From an optimization exercise on the open Yosys and OpenROAD flow, aimed at a short achievable clock period and few clock cycles; shortcuts taken in it are not production practice. Only simulation tests tie the RTL to the original design; equivalence was not proved. No activity file was given, so power comes from the tool's default toggle rates.

Setup of main:
## hmmm_core
module hmmm_core (
    input  wire        clk,
    input  wire        rst,           
    input  wire [8:0]  code_limit,
    input  wire [5:0]  exc_en,        
    input  wire [1:0]  ibp_en,
    input  wire [7:0]  ibp0_addr,
    input  wire [7:0]  ibp1_addr,
    input  wire        cmd_cont,
    input  wire        cmd_step,
    input  wire        cmd_pause,
    input  wire        in_valid,
    input  wire        in_eof,
    input  wire [15:0] in_data,
    output wire        out_valid,
    output wire [15:0] out_data,
    output reg         mem_req,
    output reg         mem_we,
    output reg  [7:0]  mem_addr,
    output wire [15:0] mem_wdata,
    input  wire        mem_ack,
    input  wire [15:0] mem_rdata,
    output wire [2:0]  state,
    output wire [3:0]  stop_reason,
    output wire [15:0] pc_out,
    output wire [1:0]  bp_hit,
    output wire        exc_valid,
    output wire [2:0]  exc_kind,
    output wire [15:0] exc_epc,
    output wire [15:0] exc_addr,
    input  wire [3:0]  dbg_sel,
    output wire [15:0] dbg_rdata
);
Size: ~14,000 cells after synthesis, about 0.13 sq mm of cells after synthesis.
==> flow/config.mk <==
export PLATFORM = sky130hd
export DESIGN_NAME = hmmm_core
export DESIGN_NICKNAME = hmmm_core
export VERILOG_FILES = /design/flow/design.v
export SDC_FILE = /design/flow/constraint.sdc
export NUM_CORES = 4
export LEC_CHECK = 0
export ABC_CLOCK_PERIOD_IN_PS = 3000
export CAP_MARGIN = 20
export CORE_MARGIN = 2
export CORE_UTILIZATION = 35
export SLEW_MARGIN = 20
==> flow/constraint.sdc <==
create_clock -name core_clock -period 12.0 [get_ports {clk}]
set_input_delay 2.4000 -clock core_clock [delete_from_list [all_inputs] [get_ports {clk}]]
set_output_delay 2.4000 -clock core_clock [all_outputs]
set_load 0.01 [all_outputs]
standard.sh (not shown) runs the stock make flow with config.mk's settings and CLKGATE_MAP_FILE= SYNTH_SCRIPT=/design/flow/synth_recipe.tcl, a recipe that flattens the netlist after the stock synthesis.
==> flow/flow/run.sh <==
#!/bin/bash
set -euo pipefail
read -r CM CT GM GT < flow/repair.txt
bash standard.sh synth floorplan place > flow_1_synth_place.log 2>&1
bash standard.sh SETUP_SLACK_MARGIN="$CM" TNS_END_PERCENT="$CT" cts > flow_2_cts.log 2>&1
bash standard.sh SETUP_SLACK_MARGIN="$GM" TNS_END_PERCENT="$GT" finish > flow_3_route_finish.log 2>&1
==> flow/flow/repair.txt <==
6 0 6 0
main finished every step from synthesis to the final layout, and the layout passed the timing, design-rule and antenna checks.
Testbench counts of main, summed over its fixed seeds: cycles 28,963.
#### Input delta (the feature branch over main)
--- a/flow/design.v
+++ b/flow/design.v
@@ -212,28 +212,51 @@
             q_hi[j]   = (regs[j][15:8] != 8'd0);
             q_zero[j] = (regs[j] == 16'd0);
             q_256[j]  = (regs[j] == 16'd256);
             q_lt[j]   = !kge(regs[j], {7'd0, cfg_cl});
             q_le[j]   = kge({7'd0, cfg_cl}, regs[j]);
             q_dec[j]  = regs[j][7:0] - 8'd1;
         end
     end
-    wire [7:0]  mem_ea8      = mem_direct ? fn : is_popr ? q_dec[fy] : ry[7:0];
+    reg [7:0]   q_ea [0:15];
+    integer j3;
+    always @(*) begin
+        q_ea[0] = is_popr ? 8'hFF : 8'h00;
+        for (j3 = 1; j3 < 16; j3 = j3 + 1)
+            q_ea[j3] = is_popr ? q_dec[j3] : regs[j3][7:0];
+    end
+    wire [7:0]  mem_ea8      = mem_direct ? fn : q_ea[fy];
     wire        ry_hi        = q_hi[fy];
     wire        ry_zero      = q_zero[fy];
     wire        mem_oor      = !mem_direct && (is_popr ? (ry_zero || (ry_hi && !q_256[fy])) : ry_hi);
     wire        fn_in_code   = !kge({8'd0, fn}, {7'd0, cfg_cl});
     wire        ry_lt_cl     = q_lt[fy];
     wire        ry_le_cl     = q_le[fy];
     wire        mem_in_code  = mem_direct ? fn_in_code :
                                is_popr ? (!ry_zero && ry_le_cl) : ry_lt_cl;
     wire        mask_en      = mem_is_write ? cfg_een[EX_CODE_WRITE - 1] : cfg_een[EX_CODE_READ - 1];
     wire        latched      = mask_latch_v && (mask_latch_w == mem_is_write);
     wire        mask_stop    = mem_in_code && mask_en && !suppress && !latched;
+    wire        mp_r = cfg_een[EX_CODE_READ - 1] && !suppress && !(mask_latch_v && !mask_latch_w);
+    wire        mp_w = cfg_een[EX_CODE_WRITE - 1] && !suppress && !(mask_latch_v && mask_latch_w);
+    reg [15:0]  ok_r, ok_w, ok_p;
+    integer j2;
+    always @(*) begin
+        for (j2 = 0; j2 < 16; j2 = j2 + 1) begin
+            ok_r[j2] = !q_hi[j2] && !(q_lt[j2] && mp_r);
+            ok_w[j2] = !q_hi[j2] && !(q_lt[j2] && mp_w);
+            ok_p[j2] = !(q_zero[j2] || (q_hi[j2] && !q_256[j2])) &&
+                       !(!q_zero[j2] && q_le[j2] && mp_r);
+        end
+    end
+    wire        fn_ok_r = !(fn_in_code && mp_r);
+    wire        fn_ok_w = !(fn_in_code && mp_w);
+    wire        acc_go  = is_loadn ? fn_ok_r : is_storen ? fn_ok_w :
+                          is_popr ? ok_p[fy] : mem_is_write ? ok_w[fy] : ok_r[fy];
     wire [16:0] pc_inc_c = kadd(pc, 16'd0, 1'b1);
     wire [15:0] pc_inc  = pc_inc_c[15:0];
     wire rx_zero = (rx == 16'd0);
     wire take_branch = (is_jeqz && rx_zero) ||
                        (is_jnez && !rx_zero) ||
                        (is_jgtz && !rx[15] && !rx_zero) ||
                        (is_jltz && rx[15]);
     wire [1:0] ibp_match = {cfg_ben[1] && (pc == {8'd0, cfg_b1}),
@@ -325,26 +348,26 @@
     wire [31:0] mul_t2 = csa(mul_t1[31:16], mul_t1[15:0], m_bc);
     wire [16:0] mul_sum = kadd(mul_t2[31:16], mul_t2[15:0], 1'b0);
     wire [15:0] mul_res = mul_sum[15:0];
     wire pc_in_seg = !kge(pc, {7'd0, cfg_cl});
     wire ex_phase = running && (phase == PH_EX);
     wire fetching = ex_phase && !irv;
     wire ex_start = ex_phase && irv && !pause_req &&
                     pc_in_seg && !(ibp_match != 2'b00 && !suppress);
-    wire acc_ok   = ex_start && is_mem_op && !mem_oor && !mask_stop;
+    wire acc_ok   = ex_start && is_mem_op && acc_go;
     wire acc_done = acc_ok && mem_ack;
     wire st_done  = acc_done && mem_is_write;
     assign mem_wdata = rx;
     wire port_data = ex_phase && irv && is_mem_op;
     wire port_pf   = !fetching && !port_data;
     wire pf_fill   = port_pf && pf_want && mem_ack;
     always @(*) begin
         mem_req  = !rst;
-        mem_we   = acc_ok && mem_is_write;
+        mem_we   = ex_start && (is_storen ? fn_ok_w : (is_storer || is_pushr) && ok_w[fy]);
         mem_addr = fetching ? pc[7:0] : port_data ? mem_ea8 : pf;
     end
     wire [7:0]  lka1 = pc_inc[7:0];    
     wire        lkf1 = pf_fill && (pf == lka1);
     wire        lks1 = st_done && (mem_ea8 == lka1);
     wire        lkp1 = sp_v && (sp_a == lka1);
     wire [15:0] lkd1 = lks1 ? rx : lkp1 ? sp_d : lkf1 ? mem_rdata : c_data[lka1[CB-1:0]];
     wire        lkh1 = lks1 || lkp1 || lkf1 || (c_val[lka1[CB-1:0]] && (c_tag[lka1[CB-1:0]] == lka1[7:CB]));
Findings:
Although the feature branch finished all stages, its layout failed final checks on capacitance limit, slew limit.
Between the feature branch and main, via density per instance is higher for the feature branch, main comes in under that.
Status: layout sequential cell count parity (main, the feature branch)
[compare] base=main new=the feature branch: post-layout minimum cycle time now smaller, actual transition at the worst max-transition pin shows an increase of 0.20 ns.
Taking the feature branch over main, the worst vdd rail ir drop ratio works out to 1.4.
[compare] base=main new=the feature branch: final worst-path cycle share lost 2.2 points; wire length on met2 went up 17,000 microns; inverter count went down; number of clock buffers in the layout now sits higher.
Testbench counts of the feature branch, summed over its fixed seeds: cycles 28,963.

[re-timing with driven ports]
No port has a modelled driver above. Below, the same layouts with a new extraction and two added sets of constraints.
Step 1: set_driving_cell puts a clkbuf_16 on clk and a buf_2 on each other input, an assumption about the parent block.
Step 2 times the ports against the registers' clock, not the clock port: input delays grow and output delays shrink by t, the midpoint of the rising clock arrivals with the driver on.
Slacks: ideal / step 1 / step 2; pairs: ideal / step 1.
run	t, ns	slack for setup (ns)	worst register clock-pin slew, ns	worst slew at a driven data input, ns	cell pins on the clock port's net
main	1.054	4.109 / 4.109 / 3.833	0.09 / 0.09	0.14	1
the feature branch	1.058	4.376 / 4.376 / 3.658	0.08 / 0.08	0.21	1
The setup slack of the feature branch, which loses most, moves by 0.000 ns with the drivers and by -0.718 ns with both steps.
